This design comes from an exercise in tuning for small area on the open sky130 flow, not from production work. Function was checked by simulation only, so behaviour that the tests miss may differ from the original. Power figures rest on the tool's default switching activity, not on a simulated workload.

`flow/design.v`:
```
module bitw_core (
    input  wire        clk,
    input  wire        rst,           
    input  wire        cmd_valid,
    output wire        cmd_ready,
    input  wire [2:0]  cmd_op,
    input  wire [7:0]  cmd_n,         
    input  wire [31:0] cmd_arg,       
    input  wire [31:0] cmd_num,       
    input  wire [31:0] cmd_den,       
    output wire        rsp_valid,
    output wire [2:0]  rsp_status,
    output wire [31:0] rsp_val,
    output wire [2:0]  rsp_nbytes,
    output wire [31:0] rsp_bytes
);
    localparam [3:0] S_ZAP  = 4'd0,    
                     S_IDLE = 4'd1,
                     S_CMP  = 4'd2,    
                     S_MUL  = 4'd3,    
                     S_DIV  = 4'd4,    
                     S_FIN  = 4'd5,    
                     S_ASM  = 4'd6,    
                     S_REST = 4'd7,    
                     S_RATE = 4'd8,    
                     S_PRE  = 4'd9,    
                     S_PCMP = 4'd10,   
                     S_CLR  = 4'd11,   
                     S_MAT  = 4'd12,   
                     S_RESP = 4'd13;
    reg [3:0]  st;
    reg [5:0]  cnt;
    reg [28:0] S, C;
    reg [30:0] NM;          
    reg [30:0] DN;          
    reg [31:0] H;
    reg [7:0]  cb;
    reg [2:0]  nb;
    reg        cinc;        
    reg        dflt;        
    reg        sc;          
    reg        sticky;
    reg        x;
    reg        fail, rate, g;
    reg [1:0]  i0m1;
    reg [2:0]  i;
    wire isI = (cmd_op == 3'd0);
    wire isW = (cmd_op == 3'd1);
    wire isS = (cmd_op == 3'd2);
    wire isX = (cmd_op == 3'd3);
    wire isC = (cmd_op == 3'd4);
    wire isL = cmd_op[2] & (cmd_op[1] | cmd_op[0]);
    wire badn = (cmd_n[7:6] != 2'b00) | (cmd_n[5] & (cmd_n[4:0] != 5'd0));
    wire [5:0] neff = isW ? cmd_n[5:0] : 6'd0;
    wire [5:0] T    = {3'd0, nb} + neff;
    wire       e    = (nb != 3'd0);
    wire [2:0] k    = isW ? T[5:3] : (isX ? {2'b00, e} : 3'd0);
    wire [2:0] nbp  = isW ? T[2:0] : 3'd0;
    wire       ep   = (nbp != 3'd0);
    wire [3:0] delta = isW ? ({1'b0, k} + {3'd0, ep} - {3'd0, e}) : 4'd0;
    wire c0 = (cnt == 6'd0);
    wire [2:0] ln  = cnt[5] ? k : ((cnt[4:3] == 2'd0) ? 3'd3 : {1'b0, cnt[4:3] - 2'd1});
    wire [5:0] J   = {ln, ~cnt[2:0]};
    wire [5:0] idx = T - 6'd1 - J;
    wire [4:0] aidx = (st == S_ASM) ? idx[4:0] : cnt[4:0];
    wire       abit = cmd_arg[aidx];
    wire J_lt_nb = (J[5:3] == 3'd0) && (J[2:0] < nb);
    wire J_lt_T  = (J < T);
    wire sbit    = J_lt_nb ? cb[0] : (J_lt_T ? abit : 1'b0);
    wire inj     = cnt[5] ? H[0] : ((ln < k) ? sbit : 1'b0);
    reg [3:0] K;
    always @(*) begin
        if (st == S_REST) K = {2'b00, i0m1} - {3'd0, e};
        else if (st == S_ASM) K = delta;
        else K = 4'd0;
    end
    wire Kt   = (cnt[4:2] != 3'd0 || cnt[1:0] == 2'd3) ? K[3] : K[cnt[1:0]];
    wire scin = c0 ? 1'b0 : sc;
    wire sadd = S[0] ^ Kt ^ scin;
    wire scout = (S[0] & Kt) | (S[0] & scin) | (Kt & scin);
    wire cinc_mul = C[0] ^ sc;                    
    wire m     = isI ? abit : cinc_mul;           
    reg  useN, useD, agate, cin, divmode, qforce0;
    always @(*) begin
        useN = 1'b0; useD = 1'b0; agate = 1'b1; cin = 1'b0; divmode = 1'b0; qforce0 = 1'b0;
        case (st)
        S_MUL:  begin useN = m; agate = c0; end
        S_PRE:  begin useN = m; agate = c0; end
        S_DIV:  begin useD = 1'b1; agate = 1'b0; cin = 1'b1; divmode = 1'b1; qforce0 = c0; end
        S_PCMP: begin useD = 1'b1; agate = 1'b0; cin = sticky; end
        S_ASM:  begin agate = 1'b0; end
        S_RATE: case (cnt[1:0])
            2'd0: begin useD = 1'b1; cin = 1'b1; end
            2'd1: begin useN = 1'b1; end
            2'd2: begin divmode = 1'b1; qforce0 = 1'b1; agate = 1'b0; end
            default: begin useD = 1'b1; agate = 1'b0; end
            endcase
        default: ;
        endcase
    end
    wire [31:0] NUMSRC = isI ? cmd_num : (dflt ? 32'd3 : {1'b0, NM});
    wire [31:0] DENINV = isI ? ~cmd_den : (dflt ? ~32'd2 : {1'b1, DN});
    wire [31:0] A = agate ? 32'd0 : H;
    wire [31:0] B = useN ? NUMSRC : (useD ? DENINV : 32'd0);
    wire [32:0] ADD = {1'b0, A} + {1'b0, B} + {32'd0, cin};
    wire [31:0] sum  = ADD[31:0];
    wire        cout = ADD[32];
    wire        q    = cout & ~qforce0;
    wire [31:0] R    = q ? sum : H;
    wire        bin  = (st == S_DIV) ? C[28] : sticky;
    wire [2:0]  o    = i - 3'd1 - {2'b00, e} - {2'b00, cinc};
    wire [30:0] cmpv = {2'b00, S} + {{28{o[2]}}, o} - {2'b00, C};
    wire        grow = ~cmpv[30];
    wire        czero = (C == 29'd0) & ~cinc;
    wire ovf28 = C[28] & ((C[27:0] != 28'd0) | cinc);
    always @(posedge clk) begin
        if (divmode) H <= {R[30:0], bin};
        else         H <= {(st == S_ASM) ? inj : cout, sum[31:1]};
        if (rst) begin
            st   <= S_ZAP;
            cnt  <= 6'd0;
            nb   <= 3'd0;
            cinc <= 1'b0;
            dflt <= 1'b1;
        end else begin
            cnt <= cnt + 6'd1;
            sc  <= scout;
            case (st)
            S_ZAP: begin
                if (cnt < 6'd29) begin
                    S <= {1'b0, S[28:1]};
                    C <= {1'b0, C[28:1]};
                end
                if (cnt < 6'd8) cb <= {1'b0, cb[7:1]};
                if (cnt == 6'd28) st <= S_IDLE;
            end
            S_IDLE: begin
                cnt <= 6'd0;
                if (cmd_valid) begin
                    fail <= 1'b0; rate <= 1'b0; g <= 1'b0; i <= 3'd1;
                    if (isL || (isW && badn) || isS || (isC && !cinc))
                        st <= S_RESP;
                    else if (isC) begin
                        st <= S_MAT; sc <= 1'b1;
                    end else if (isW)
                        st <= (k == 3'd0) ? S_ASM : S_CMP;
                    else if (isX)
                        st <= e ? S_CMP : S_ASM;
                    else
                        st <= S_RATE;
                end
            end
            S_CMP: begin
                cnt <= 6'd0;
                if (grow && !g) begin g <= 1'b1; i0m1 <= i[1:0] - 2'd1; end
                if (grow && !czero) begin
                    st <= S_MUL; sc <= cinc;
                end else begin
                    if (grow) cinc <= 1'b1;      
                    if (i < k) i <= i + 3'd1;
                    else st <= S_ASM;
                end
            end
            S_MUL: begin
                sc <= C[0] & sc;
                C  <= {sum[0], C[28:1]};
                if (cnt == 6'd28) begin st <= S_DIV; cnt <= 6'd0; end
            end
            S_DIV: begin
                C <= {C[27:0], q};
                if (isI) begin
                    if (cnt < 6'd29) S <= {abit, S[28:1]};
                    if (cnt < 6'd8) cb <= {1'b0, cb[7:1]};
                end
                if (c0 && cout) begin
                    fail <= 1'b1; st <= S_REST; cnt <= 6'd0;
                end else if (cnt == 6'd29) begin
                    cinc <= (R != 32'd0);
                    st <= S_FIN;
                end
            end
            S_FIN: begin
                cnt <= 6'd0;
                if (!isI && ovf28) begin
                    fail <= 1'b1; st <= S_REST;
                end else if (isI) begin
                    NM <= cmd_num[30:0]; DN <= ~cmd_den[30:0]; dflt <= 1'b0;
                    st <= S_RESP;
                end else if (isW && i < k) begin
                    i <= i + 3'd1; st <= S_CMP;
                end else
                    st <= S_ASM;
            end
            S_ASM: begin
                if (cnt < 6'd29) begin
                    S <= {sadd, S[28:1]};
                    if (isX) C <= {sadd, C[28:1]};
                end
                if (cnt[5])
                    cb <= {sbit, cb[7:1]};
                else if (cnt[4:3] == 2'd1)
                    cb <= {cb[0], cb[7:1]};
                if (isX) cinc <= 1'b0;
                if (cnt == 6'd39) st <= S_RESP;
            end
            S_REST: begin
                S <= {S[0], S[28:1]};
                C <= {sadd, C[28:1]};
                cinc <= 1'b0;
                if (cnt == 6'd28) st <= S_RESP;
            end
            S_RATE: begin
                if (cnt[1:0] == 2'd0) x <= cout;           
                if (cnt[1:0] == 2'd1) sticky <= sum[0];    
                if (cnt[1:0] == 2'd3) begin
                    cnt <= 6'd0;
                    if (cmd_num[31] || !cout || x) begin rate <= 1'b1; st <= S_CLR; end
                    else if (cmd_arg[31:28] != 4'd0) begin fail <= 1'b1; st <= S_CLR; end
                    else st <= S_PRE;
                end
            end
            S_PRE: begin
                sticky <= (c0 ? 1'b0 : sticky) | sum[0];
                if (cnt == 6'd27) begin st <= S_PCMP; cnt <= 6'd0; end
            end
            S_PCMP: begin
                cnt <= 6'd0;
                if (cout) begin fail <= 1'b1; st <= S_CLR; end
                else st <= S_MUL;
            end
            S_CLR: st <= S_RESP;
            S_MAT: begin
                sc <= C[0] & sc;
                C  <= {C[0] ^ sc, C[28:1]};
                if (cnt == 6'd28) begin cinc <= 1'b0; st <= S_RESP; end
            end
            S_RESP: begin
                st <= S_IDLE;
                if (!fail && !rate && (isW || isX || isI) && !(isW && badn))
                    nb <= nbp;
            end
            default: st <= S_IDLE;
            endcase
        end
    end
    wire resp = (st == S_RESP);
    wire ok   = !isL && !(isW && badn) && !rate && !fail;
    wire selS = ok & (isS | isX);
    wire selC = ok & isC;
    assign cmd_ready  = resp;
    assign rsp_valid  = resp & cmd_valid;
    assign rsp_status = isL ? 3'd5 : (isW && badn) ? 3'd3 : rate ? 3'd1 : fail ? 3'd4 : 3'd0;
    assign rsp_val    = {3'd0, ({29{selS}} & S) | ({29{selC}} & C)};
    assign rsp_nbytes = ok ? k : 3'd0;
    assign rsp_bytes  = H;
endmodule
```
`flow/run.sh`:
```
#!/bin/bash
# synth_recipe.tcl (not shown) runs the flow's synth.tcl, then flattens the netlist and writes it again
# the make line also repeats each setting of config.mk as NAME=value (left out here)
make -C /OpenROAD-flow-scripts/flow DESIGN_CONFIG=/design/flow/config.mk WORK_HOME=/design/flow/orfs CLKGATE_MAP_FILE= SYNTH_SCRIPT=/design/flow/synth_recipe.tcl finish
```
`flow/config.mk`:
```
export PLATFORM = sky130hd
export DESIGN_NAME = bitw_core
export DESIGN_NICKNAME = bitw_core
export VERILOG_FILES = /design/flow/design.v
export SDC_FILE = /design/flow/constraint.sdc
export NUM_CORES = 4
export LEC_CHECK = 0
export CAP_MARGIN = 20
export CORE_MARGIN = 2
export CORE_UTILIZATION = 40
export SLEW_MARGIN = 20
```
`flow/constraint.sdc`:
```
create_clock -name core_clock -period 8.0 [get_ports {clk}]
set_input_delay 1.6000 -clock core_clock [delete_from_list [all_inputs] [get_ports {clk}]]
set_output_delay 1.6000 -clock core_clock [all_outputs]
set_load 0.01 [all_outputs]
```
==> metrics.md, run 1 <==
| Metric | Value |
|---|---|
| Slew Viols, Final | `0` |
| H-Tree Depth | `4` |
| Result of the run | `timing/DRC/antenna clean` |
| DR vias | `13300` |
| Gr usage total | `approximately 24%` |
| Post-synthesis cell count | `1588` |
| Routability cong. | `~0.90` |
| Clock buffer depth | `2` |
| CTS clk-pin slew, worst paths | `approximately 0.070 ns` |
| Slew headroom | `between 20% and 30%` |
| Initial antenna violation count | `0` |
| Ys async rst share | `0%` |
| # rows | `69` |
| ANT cells | `0` |
| Post-Place Setup Slack | `-0.767 ns` |
| Max cap viols | `0` |
| Fraction of layout cells with a size suffix above 1 | `between 10% and 20%` |
| Global route overflow | `0` |
| Crit Path Max Fanout | `4` |
| Largest net degree at the start of global routing | `between 70 and 80` |
| Die ar. | `between 30000 and 40000 sq um` |
| Antenna viol nets, final | `0` |
| Sw Pwr | `between 2 and 2.5 mW` |
| Crit-path slowest cell | `fa_2` |
| Die X | `between 150 and 200 um` |
| Hold Startpoint | `cb[1]` |
| Vias in the first global route | `12900` |
| Post-synthesis register bit count | `186` |
| Net Sw Frac | `between 40% and 50%` |
| Synthesis-to-layout area growth | `30.2%` |
| Clock Sinks | `between 150 and 200` |
| Setup crit end kind | `flip-flop` |
| DRC Markers | `0` |
| Unrepaired setup endpoints after global routing | `yes` |
| Setup ws final | `between 0.15 and 0.2 ns` |
| Sequential share of power | `27.3%` |
| Detailed Route Iter0 Violations | `about 1000` |
| Syn. warnings | `1` |
| Fillers | `about 3300` |
| Power, Total | `approximately 5.6 mW` |
| Peak Freq | `0.127 GHz` |
| Via-to-Cell Ratio | `between 5 and 6` |
| Crit-path max cell delay | `roughly 0.60 ns` |
| TritonRoute pass-1 iters | `5` |
| Final Hold Violating Endpoints | `0` |
| Post-Syn Area per Cell | `8.95 sq um` |
| Data required, critical path | `between 8 and 9 ns` |
| Global-route wire length before repair | `~70000 um` |
| Comb pwr share | `between 50% and 60%` |
| Distinct cells, synth | `80` |
| Pwr Density | `around 300 nW/um^2` |
| TritonCTS clock tree | `yes` |
| Clock skew | `roughly 0.015 ns` |
| Fin crit share | `around 98%` |
| Post-synth EDFFs | `139` |
| Synth Cell Area | `~14000 sq um` |
| Critical path origin | `cmd_n[1]` |
| Data arrival, critical path | `approximately 8.2 ns` |
| TritonCTS Buffers | `17` |
| Kind of critical path | `in -> reg` |
| Sequential fraction of the synthesis area | `between 30% and 40%` |
| Slew at the pin with the worst max-slew slack | `roughly 1.1 ns` |
| Internal | `3.15 mW` |
| Reg2reg start | `st[1]` |
| Number of port buffers | `between 150 and 200` |
| Endpoints failing setup | `0` |
| Min cycle time layout | `around 8 ns` |
| DP Wirelength | `approximately 35000 um` |
| Post-synth top flop | `edfxtp_1` |
| P_leak | `7.23 nW` |
| Die H | `about 190 um` |
| WL/cell | `~19 um` |
| Nets | `2122` |
| Worst Setup Start Kind | `input port` |
| VDD IR max | `between 0.2 and 0.25 mV` |
| Clock network fraction of design power | `between 15 and 20%` |
| CTS root buffer | `clkbuf_16` |
| Initial Utilization | `between 40 and 50%` |
| Cts hold-fix bufs | `0` |
| Io pins | `182` |
| Later-pin clock latency in the skew report | `0.45 ns` |
| Core ar. | `approximately 35000 sq um` |
| Drt total wl | `between 40000 and 50000 um` |
| Min-delay worst type | `reg -> reg` |
-- path summary, 6_finish.rpt --
path	end	slack, ns	cells past startpoint
setup / recovery	cinc	0.15	28
hold / removal	cb[0]	0.43	0
setup reg to reg	cinc	1.52	23
hold reg to reg	cb[0]	0.43	0
-- synth_stat cells, drive strengths merged (30+ instances only) --
| library cell | n | area share [%] |
|---|---|---|
| a22o | 30 | 1.8 |
| clkbuf | 80 | 2.1 |
| nand2 | 176 | 4.6 |
| dfxtp | 47 | 6.6 |
| edfxtp | 139 | 29 |
| a21oi | 136 | 4.8 |
| nor2 | 95 | 2.5 |
| ha | 97 | 8.5 |
| nor3b | 34 | 1.8 |
| o311ai | 30 | 1.8 |
| fa | 35 | 4.9 |
| nor2b | 41 | 1.8 |
| inv | 107 | 2.8 |
| o21ai | 126 | 4.4 |
-- cells in the final DEF (no fill, tap or decap), drive strengths merged, types with 26 or more instances in the layout --
| cell | instances |
|---|---|
| buf | 192 |
| nand2 | 176 |
| clkdlybuf4s50 | 175 |
| edfxtp | 139 |
| a21oi | 136 |
| o21ai | 126 |
| inv | 111 |
| ha | 97 |
| nor2 | 95 |
| dfxtp | 47 |
| nor2b | 41 |
| fa | 35 |
| nor3b | 34 |
| o311ai | 30 |
| a22o | 30 |
| nand3 | 29 |
| mux2i | 26 |
-- area by class of cell --
| class | count | area (sq um) | area share, % |
|---|---|---|---|
| Tap cell | 461 | 577 | 3.12 |
| Inverter | 107 | 402 | 2.17 |
| Timing Repair Buffer | 370 | 3250 | 17.6 |
| Clock buffer | 18 | 429 | 2.32 |
| Multi-Input combinational cell | 1198 | 8590 | 46.4 |
| Sequential cell | 186 | 5120 | 27.6 |
| Clock inverter | 14 | 141 | 0.764 |
-- power by group through the flow --
stage	Combinational (mW)	Sequential, mW	Clock [mW]
2_1_floorplan	1.86	1.48	0
3_3_place_gp	3.08	1.54	0
3_5_place_dp	3.12	1.54	0
4_1_cts	3.15	1.52	0.871
5_1_grt	3.54	1.55	0.902
6_report	3.21	1.52	0.858
-- cells by family after synthesis --
group	Yosys count	share of synthesized area, %
adder cells (fa/ha/maj)	132	13.5
AND/OR/NAND/NOR	509	17.8
buffers and inverters	206	5.69
other	1	0.0264
flip-flops	186	36.0
AO/OA/AOI/OAI	482	21.9
multiplexers	32	2.65
XOR/XNOR	40	2.46
-- through the flow --
step	util [%]	area (sq um)	TNS, ns	hold WS [ns]	cells
after floorplan	-	14300	-0.334	0.400	1590
final	52.4	18500	0	0.427	2354
after detailed placement	50.2	17700	-18.75	0.406	2313
after CTS	52.0	18400	0	0.434	2350
after global routing	52.4	18500	-0.169	0.439	2354
after global placement	50.2	17700	-13.58	0.407	2313
-- critical path: cells and delay by family --
| kind | cells | cell delay (ns) |
|---|---|---|
| AOI/OAI and AO/OA | 14 | 2.81 |
| adders and majority gates | 4 | 1.65 |
| xor gates and xnor gates | 1 | 0.17 |
| and+or+nand+nor | 3 | 0.88 |
| buffers and inverters | 4 | 0.72 |
| muxes | 2 | 0.31 |
-- registers in the layout (all words and copies together), names as in the netlist, 2 cells and up --
name and count:
C 29, DN 31, H 32, NM 31, S 29, cb 8, cnt 6, i 3
i0m1 2, nb 3, st 4
-- what timing repair did --
item,CTS,global route
endpoints found under the setup margin,18,42
cloned,0,0
resized for setup,8,32
setup buffers,5,4
pin swaps,10,13
-- metal layers --
metal / GRT usage, % / wire length [um]
met5: 0 / 0
met4: 7.99 / 1100
met3: 3.67 / 2390
met2: 40.6 / 21700
met1: 32.4 / 19900
==> run 2, diff against run 1 <==
--- a/flow/design.v
+++ b/flow/design.v
@@ -44,2 +44,4 @@
     reg        fail, rate, g;
+    reg        ini;         
+    reg        mreg;        
     reg [1:0]  i0m1;
@@ -64,3 +66,9 @@
     wire [5:0] idx = T - 6'd1 - J;
-    wire [4:0] aidx = (st == S_ASM) ? idx[4:0] : cnt[4:0];
+    reg  [4:0] aidx;
+    always @(*) begin
+        if (st == S_ASM) aidx = idx[4:0];
+        else if (st == S_PRE || st == S_MUL) aidx = cnt[4:0] + 5'd1;
+        else if (st == S_DIV) aidx = cnt[4:0];
+        else aidx = 5'd0;
+    end
     wire       abit = cmd_arg[aidx];
@@ -81,3 +89,3 @@
     wire cinc_mul = C[0] ^ sc;                    
-    wire m     = isI ? abit : cinc_mul;           
+    wire m     = ini ? mreg : cinc_mul;           
     reg  useN, useD, agate, cin, divmode, qforce0;
@@ -100,4 +108,4 @@
     end
-    wire [31:0] NUMSRC = isI ? cmd_num : (dflt ? 32'd3 : {1'b0, NM});
-    wire [31:0] DENINV = isI ? ~cmd_den : (dflt ? ~32'd2 : {1'b1, DN});
+    wire [31:0] NUMSRC = ini ? cmd_num : (dflt ? 32'd3 : {1'b0, NM});
+    wire [31:0] DENINV = ini ? ~cmd_den : (dflt ? ~32'd2 : {1'b1, DN});
     wire [31:0] A = agate ? 32'd0 : H;
@@ -114,3 +122,4 @@
     wire        czero = (C == 29'd0) & ~cinc;
-    wire ovf28 = C[28] & ((C[27:0] != 28'd0) | cinc);
+    wire remnz = (H[31:1] != 31'd0);      
+    wire ovf28 = C[28] & ((C[27:0] != 28'd0) | remnz);
     always @(posedge clk) begin
@@ -127,2 +136,3 @@
             sc  <= scout;
+            mreg <= abit;
             case (st)
@@ -139,3 +149,3 @@
                 if (cmd_valid) begin
-                    fail <= 1'b0; rate <= 1'b0; g <= 1'b0; i <= 3'd1;
+                    fail <= 1'b0; rate <= 1'b0; g <= 1'b0; i <= 3'd1; ini <= isI;
                     if (isL || (isW && badn) || isS || (isC && !cinc))
@@ -170,3 +180,3 @@
                 C <= {C[27:0], q};
-                if (isI) begin
+                if (ini) begin
                     if (cnt < 6'd29) S <= {abit, S[28:1]};
@@ -176,6 +186,4 @@
                     fail <= 1'b1; st <= S_REST; cnt <= 6'd0;
-                end else if (cnt == 6'd29) begin
-                    cinc <= (R != 32'd0);
+                end else if (cnt == 6'd29)
                     st <= S_FIN;
-                end
             end
@@ -183,5 +191,6 @@
                 cnt <= 6'd0;
-                if (!isI && ovf28) begin
+                cinc <= remnz;
+                if (!ini && ovf28) begin
                     fail <= 1'b1; st <= S_REST;
-                end else if (isI) begin
+                end else if (ini) begin
                     NM <= cmd_num[30:0]; DN <= ~cmd_den[30:0]; dflt <= 1'b0;
==> metrics.md, run 2 <==
| Metric | Value |
|---|---|
| Min-delay worst type | `reg -> reg` |
| Largest net degree at the start of global routing | `63` |
| Number of port buffers | `between 150 and 200` |
| Post-Syn Area per Cell | `slightly above 9 sq um` |
| Die H | `approximately 190 um` |
| Post-synth top area share | `a little under a third` |
| Antenna viol nets, final | `0` |
| CTS clk-pin slew, worst paths | `around 0.08 ns` |
| Commonest non-fill, non-tap cell in the layout | `nand2_1` |
| Gr usage total | `between 20% and 30%` |
| Largest cells by area after synthesis | `edfxtp_1 (30%), ha_1 (8.6%), dfxtp_1 (6.7%)` |
| Clock Sinks | `between 150 and 200` |
| Global route overflow | `0` |
| Fraction of layout cells with a size suffix above 1 | `5.30%` |
| Post-synthesis register bit count | `188` |
| Ys async rst share | `0%` |
| Register name with the most flops | `H` |
| Slew headroom | `between 30% and 40%` |
| Largest register FFs | `32` |
| Peak Freq | `between 0.1 and 0.15 GHz` |
| Final Hold Violating Endpoints | `0` |
| Final setup TNS | `0 ns` |
| Slew Viols, Final | `0` |
| Min cycle time layout | `roughly 7 ns` |
| Clock buffer depth | `2` |
| Later-pin clock latency in the skew report | `0.45 ns` |
| Setup Buffers After CTS | `0` |
| Io pins | `between 150 and 200` |
| R2R depth | `21` |
| Top Registers | `H: 32 flops, DN: 31 flops, NM: 31 flops` |
| Pwr Density | `~280 nW/um^2` |
| Worst r2r dst | `H[20]` |
| Post-synth top flop | `edfxtp_1` |
| Initial Utilization | `40.7%` |
| Reg-to-reg slack, setup | `1.59 ns` |
| Core ar. | `around 35000 sq um` |
| Synth Cell Area | `~14000 sq um` |
| Via-to-Cell Ratio | `about 5.6` |
| Post-synth EDFFs | `141` |
| CTS root buffer | `clkbuf_16` |
| WL/cell | `approximately 19 um` |
| # rows | `slightly below 70` |
| Count leader, synth | `nand2_1` |
| PostCTS Resize Cnt | `0` |
| Cts hold-fix bufs | `0` |
| Die ar. | `about 37000 sq um` |
| Die X | `191 um` |
| Kind of critical path | `in -> reg` |
| TritonCTS clock tree | `yes` |
| Distinct cells, synth | `90` |
| Worst Setup Start Kind | `input port` |
| Hold Crit Depth | `0` |
| Nets | `1927` |
| H-Tree Depth | `4` |
| Hold slack | `~0.43 ns` |
| Reg2reg start | `cnt[0]` |
| Global-route wire length before repair | `64500 um` |
| Crit Path Max Fanout | `9` |
| DP Wirelength | `30300 um` |
| Drt total wl | `around 41000 um` |
| Result of the run | `timing/DRC/antenna clean` |
| DR vias | `12100` |
| Hold Startpoint | `cb[6]` |
| Fillers | `3355` |
| VDD IR max | `approximately 0.17 mV` |
| Yosys top cell by area | `edfxtp_1` |
| TritonRoute pass-1 iters | `5` |
| DRC Markers | `0` |
| Clock skew | `~0.017 ns` |
| Vias in the first global route | `about 12000` |
| Initial antenna violation count | `1` |
| Syn. warnings | `1` |
| Sequential fraction of the synthesis area | `a little under two fifths` |
| Setup crit end kind | `flip-flop` |
| Data arrival, critical path | `between 7 and 8 ns` |
| Synthesis-to-layout area growth | `20.2%` |
| Hold EP | `cb[5]` |
| Post-synthesis cell count | `approximately 1500` |
| P_leak | `about 7.1 nW` |
| Data required, critical path | `around 8.3 ns` |
| Top cells by count, synth | `nand2_1 (182), inv_1 (163), edfxtp_1 (141)` |
| Endpoints failing setup | `0` |
| Max cap viols | `0` |
| Slew at the pin with the worst max-slew slack | `~1 ns` |
| Fin crit share | `between 80% and 90%` |
| Most frequent cells in the layout | `nand2_1 (182), clkdlybuf4s50_1 (178), inv_1 (163), edfxtp_1 (141), ha_1 (97)` |
| TritonCTS Buffers | `17` |
| Unrepaired setup endpoints after global routing | `no` |
| Routability cong. | `approximately 0.87` |
| Detailed Route Iter0 Violations | `between 800 and 900` |
==> run 2: where the power goes <==
group	internal, mW	switching, mW
registers	1.34	0.261
logic	0.973	1.39
clock network	0.432	0.407
total	2.74	2.06
==> run 2: layer usage <==
metal  track usage [%]  wire [um]  vias to the layer above
met3              4.59       2720                       40
met1              30.0      18300                     5820
met5                 0          0                        -
met2              37.0      19300                      363
li1                  -          -                     5861
met4              5.74        672                        0
==> run 2: layout make-up <==
| type | count | area, sq um | share of cell area [%] |
|---|---|---|---|
| inverter | 165 | 619 | 3.67 |
| clock buffer | 19 | 433 | 2.56 |
| timing repair buffer | 206 | 1990 | 11.8 |
| multi-input combinational | 1107 | 7980 | 47.2 |
| clock inverter | 13 | 119 | 0.704 |
| tap | 455 | 569 | 3.37 |
| antenna | 1 | 2.50 | 0.0148 |
| sequential | 188 | 5170 | 30.6 |
==> run 2: worst max-delay path, stage by stage <==
cell and delay (ns):
clkdlybuf4s50_1 0.58, nor2b_1 0.39, nor2b_1 0.23, buf_4 0.18, and2_1 0.18, ha_1 0.25, a21o_1 0.20, a2111oi_0 0.41
a221oi_1 0.13, o22ai_1 0.31, inv_1 0.10, ha_1 0.34, and2_1 0.17, mux2_2 0.29, nor2_1 0.44, mux2_1 0.39
o211ai_1 0.20, o21ai_1 0.10, mux2i_1 0.35, nand2_1 0.11, a221oi_1 0.28
==> run 2: how the worst max path moves through the flow <==
| stage | from | to | cells past startpoint |
|---|---|---|---|
| after CTS | cmd_op[0] | S[28] | 21 |
| after global routing | cmd_op[0] | S[28] | 21 |
| final | cmd_op[0] | S[28] | 21 |
| after floorplan | nb[2] | i[0] | 19 |
| after global placement | cmd_op[0] | S[28] | 21 |
| after detailed placement | cmd_op[0] | S[28] | 21 |
==> run 2: logic make-up after synthesis <==
family,share of synthesized area [%]
other cells,0.0267
xor+xnor,2.43
mux,4.34
flops,36.8
simple gates,14.9
buf+inv,6.90
fa+ha+maj,13.6
compound gates,20.9
==> run 2: stage by stage <==
step                      util [%]  instances  total power, mW  setup slack, ns  instance area [sq um]
final                         48.9       2154             4.80             1.04                  16900
after global routing          48.9       2153             5.23            0.489                  16900
after CTS                     48.9       2153             4.83             1.07                  16900
after detailed placement      47.3       2121             3.97            0.619                  16300
after global placement        47.3       2121             3.92            0.876                  16300
after floorplan                  -       1540             3.19             1.28                  14100
==> run 3, diff against run 2 <==
==> flow/flow/run.sh (new file) <==
#!/bin/bash
# The standard layout (standard.sh) with two changes that only affect how
# the cells are chosen:
#  * synthesis is the standard flow's own synthesis script, with Yosys's abc pass given an
#    area-oriented ABC script (abc_area.script) instead of ORFS's speed script;
#  * the port buffers that buffer_ports inserts are buf_1 cells.
# Each tool's output goes to a log file in this folder (and ORFS's own logs).
set -euo pipefail
work=$(pwd)
fl=$work/flow

# synth_recipe.tcl with the abc pass redirected to our ABC script
{
  head -n 1 synth_recipe.tcl
  cat <<TCL
proc abc {args} {
  set i [lsearch -exact \$args -script]
  if {\$i >= 0} { lset args [expr {\$i + 1}] {$fl/abc_area.script} }
  yosys abc {*}\$args
}
TCL
  tail -n +2 synth_recipe.tcl
} > synth_area.tcl

# the standard command, synthesis only, with our synthesis script
sed -E "s#SYNTH_SCRIPT=[^ ]+#SYNTH_SCRIPT=$work/synth_area.tcl#" standard.sh > standard_area.sh
bash standard_area.sh synth > synth.log 2>&1

# the rest of the standard flow; synthesis is up to date and not rerun
bash standard.sh BUFFER_PORTS_ARGS="-buffer_cell sky130_fd_sc_hd__buf_1" finish > layout.log 2>&1
==> flow/flow/abc_area.script (new file) <==
strash
&get -n
&fraig -x
&put
scorr
dc2
strash
&get -n
&dch -f
&nf -R 1000
&put
strash
&get -n
&dch -f
&nf -R 1000
&put
topo
stime -c
==> flow/standard.sh (new file) <==
#!/bin/bash
# synth_recipe.tcl (not shown) runs the flow's synth.tcl, then flattens the netlist and writes it again
# the make line also repeats each setting of config.mk as NAME=value (left out here)
make -C /OpenROAD-flow-scripts/flow DESIGN_CONFIG=/design/flow/config.mk WORK_HOME=/design/flow/orfs CLKGATE_MAP_FILE= SYNTH_SCRIPT=/design/flow/synth_recipe.tcl "${@:-finish}"
removed: flow/run.sh
==> metrics.md, run 3 <==
| Metric | Value |
|---|---|
| Crit-path max cell delay | `0.47 ns` |
| VDD IR max | `~0.17 mV` |
| Slew at the pin with the worst max-slew slack | `about 0.85 ns` |
| Data required, critical path | `8.31 ns` |
| Drt total wl | `roughly 36000 um` |
| Crit path max-delay family | `simple AND/OR/NAND/NOR gates` |
| Peak Freq | `around 0.14 GHz` |
| Commonest non-fill, non-tap cell in the layout | `nor2_1` |
| Distinct cells, synth | `50` |
| Slew Viols, Final | `0` |
| Post-synth top flop | `edfxtp_1` |
| R2R depth | `45` |
| Most frequent cells in the layout | `nor2_1 (196), buf_1 (178), clkinv_1 (160), edfxtp_1 (141), nand2_1 (102)` |
| Antenna viol nets, final | `0` |
| Kind of critical path | `reg -> reg` |
| Post-synth top area share | `33.3%` |
| Top Registers | `H: 32 flops, DN: 31 flops, NM: 31 flops` |
| Hold EP | `cb[2]` |
| Setup ws final | `~0.73 ns` |
| Detailed Route Iter0 Violations | `roughly 940` |
| Largest cells by area after synthesis | `edfxtp_1 (33%), ha_1 (9.5%), dfxtp_1 (7.4%)` |
| Pwr Density | `about 330 nW/um^2` |
| DRC Markers | `0` |
| Syn. warnings | `1` |
| Via-to-Cell Ratio | `~5.6` |
| Ys async rst share | `0%` |
| Largest register FFs | `32` |
| Initial antenna violation count | `0` |
| Nets | `1867` |
| PostCTS Resize Cnt | `0` |
| Register name with the most flops | `H` |
| Multiplexer share of the synthesized area | `0.157%` |
| Synth Area in XOR/XNOR | `3.03%` |
| Result of the run | `timing/DRC/antenna clean` |
| Synth Cell Area | `12700 sq um` |
| Post-Place Setup Slack | `slightly above 0.4 ns` |
| Later-pin clock latency in the skew report | `roughly 0.45 ns` |
| Sequential fraction of the synthesis area | `40.7%` |
| Max cap viols | `0` |
| Min-delay worst type | `reg -> reg` |
| Worst path most repeated cell | `nand2_1` |
| Die H | `~180 um` |
| Buf+Inv Stages, Crit Path | `2` |
| DP Wirelength | `approximately 27000 um` |
| H-Tree Depth | `4` |
| Reg2reg start | `st[3]` |
| Worst r2r dst | `st[0]` |
| Final setup TNS | `0 ns` |
| Total stage count of the critical path | `45` |
| Synthesized-area fraction occupied by and/or/nand/nor cells | `between 15 and 20%` |
| Hold Crit Depth | `0` |
| CTS root buffer | `clkbuf_16` |
| # rows | `65` |
| Post-synthesis compound-gate area fraction | `between 10% and 20%` |
| Yosys top cell by area | `edfxtp_1` |
| Io pins | `approximately 180` |
| Die X | `about 180 um` |
| Post-layout util | `47.4%` |
| Hold slack | `approximately 0.43 ns` |
| Gr usage total | `between 20% and 30%` |
| Hold Startpoint | `cb[3]` |
| Largest family of logic cells by synthesized area | `compound AO/OA/AOI/OAI gates` |
| Fraction of layout cells with a size suffix above 1 | `under 10%` |
| Clock Sinks | `around 190` |
| Post-Syn Area per Cell | `slightly above 9 sq um` |
| Die ar. | `around 33000 sq um` |
| Initial Utilization | `between 40% and 50%` |
| Largest net degree at the start of global routing | `63` |
| Data arrival, critical path | `~7.6 ns` |
| Global route overflow | `0` |
| Core ar. | `between 30000 and 40000 sq um` |
| Post-synthesis cell count | `1391` |
| Post-Synth Adder-Cell Area | `about 15%` |
| Final Hold Violating Endpoints | `0` |
| Crit Path Max Fanout | `9` |
| Post-synthesis register bit count | `roughly 190` |
| Unrepaired setup endpoints after global routing | `no` |
| Setup crit end kind | `flip-flop` |
| Worst Setup Start Kind | `flip-flop` |
| WL/cell | `about 18 um` |
| ANT cells | `0` |
| Crit-path slowest cell | `dfxtp_1` |
| Endpoints failing setup | `0` |
| DR vias | `around 11000` |
| Setup Buffers After CTS | `0` |
| Synthesis-to-layout area growth | `17.0%` |
| Global-route wire length before repair | `58300 um` |
| TritonRoute pass-1 iters | `5` |
| Cts hold-fix bufs | `0` |
| Slew headroom | `between 40 and 50%` |
| Vias in the first global route | `~11000` |
| Clock buffer depth | `2` |
| Fin crit share | `about nine tenths` |
| P_leak | `about 5.7 nW` |
| Count leader, synth | `nor2_1` |
| TritonCTS clock tree | `yes` |
| TritonCTS Buffers | `17` |
| Number of port buffers | `around 180` |
| CTS clk-pin slew, worst paths | `~0.080 ns` |
| Post-synth EDFFs | `approximately 140` |
| Routability cong. | `approximately 0.92` |
| Clock skew | `between 0.015 and 0.02 ns` |
| Min cycle time layout | `approximately 7.3 ns` |
| Top cells by count, synth | `nor2_1 (202), clkinv_1 (160), edfxtp_1 (141)` |
| Reg-to-reg slack, setup | `0.73 ns` |
[run 3: stage by stage]
stage / area, sq um / power (mW) / instances
final: 14900 / 4.94 / 2040
after global routing: 14900 / 5.40 / 2040
after CTS: 14900 / 4.96 / 2039
after detailed placement: 14200 / 4.02 / 2007
after global placement: 14200 / 3.97 / 2006
after floorplan: 12700 / 3.26 / 1393
[run 3: worst max path at each step]
stage,startpoint,to,slack (ns)
2_1_floorplan,ini,H[27],0.1
3_3_place_gp,cmd_den[0],H[27],0.49
3_5_place_dp,cmd_den[0],H[27],0.40
4_1_cts,nb[0],i[0],0.69
5_1_grt,st[3],H[27],0.03
6_report,st[3],st[0],0.73
[run 3: area by class of cell]
| type | count | area [sq um] |
|---|---|---|
| Clock buffer | 19 | 475 |
| Sequential cell | 188 | 5170 |
| Multi-Input combinational cell | 1042 | 6990 |
| Timing Repair Buffer | 216 | 968 |
| Tap cell | 402 | 503 |
| Clock inverter | 13 | 160 |
| Fill cell | 3072 | 16500 |
| Inverter | 160 | 601 |
[run 3: worst reg2reg max path: cells and delay by family, from the launching register on]
family / cells / cell delay (ns)
AOI/OAI and AO/OA: 15 / 2.63
adders and majority gates: 2 / 0.88
buffers and inverters: 2 / 0.38
DFF: 1 / 0.47
and+or+nand+nor: 26 / 2.78
[run 3: layer usage]
metal	GRT usage, %	wire, um	vias up
met1	29.9	16400	5459
met3	4.43	2020	39
li1	-	-	5515
met5	0	0	-
met4	5.68	560	0
met2	36.0	16800	347
[run 3: power breakdown]
| part | switching, mW | internal (mW) | leakage, nW |
|---|---|---|---|
| clock | 0.437 | 0.488 | 0.313 |
| combinational | 1.49 | 0.935 | 3.68 |
| sequential | 0.242 | 1.35 | 1.68 |
[run 3: kinds of logic (layout without fill, tap and decap cells)]
logic type / Yosys count / in the layout
compound gates: 397 / 397
xor+xnor: 44 / 44
fa+ha+maj: 132 / 132
buf+inv: 163 / 408
flops: 188 / 188
mux: 2 / 2
other cells: 1 / 3
simple gates: 464 / 464

## separate check: timing with driven ports
No port has a modelled driver above. Below, the same layouts with a new extraction and two added sets of constraints.
Step 1 assumes that a clkbuf_16 drives the clock port and a buf_2 every other input.
Step 2 times the ports against the registers' clock, not the clock port: input delays grow and output delays shrink by t, the midpoint of the rising clock arrivals with the driver on.
Slacks: no drivers / after step 1 / after step 2; pairs: no drivers / after step 1.
| run | t (ns) | setup slack, ns | worst setup path at the end | latest minus earliest clock arrival (ns) |
|---|---|---|---|---|
| run 1 | 0.501 | 0.154 / 0.182 / -0.319 | input to register | 0.016 / 0.016 |
| run 2 | 0.486 | 1.042 / 1.058 / 0.572 | input to register | 0.019 / 0.019 |
| run 3 | 0.487 | 0.727 / 0.727 / 0.416 | input to register | 0.016 / 0.016 |
Met with ideal ports but missed after step 2: setup timing in run 1. The setup slack of run 1, which loses most, moves by +0.028 ns with the drivers and by -0.473 ns with both steps.
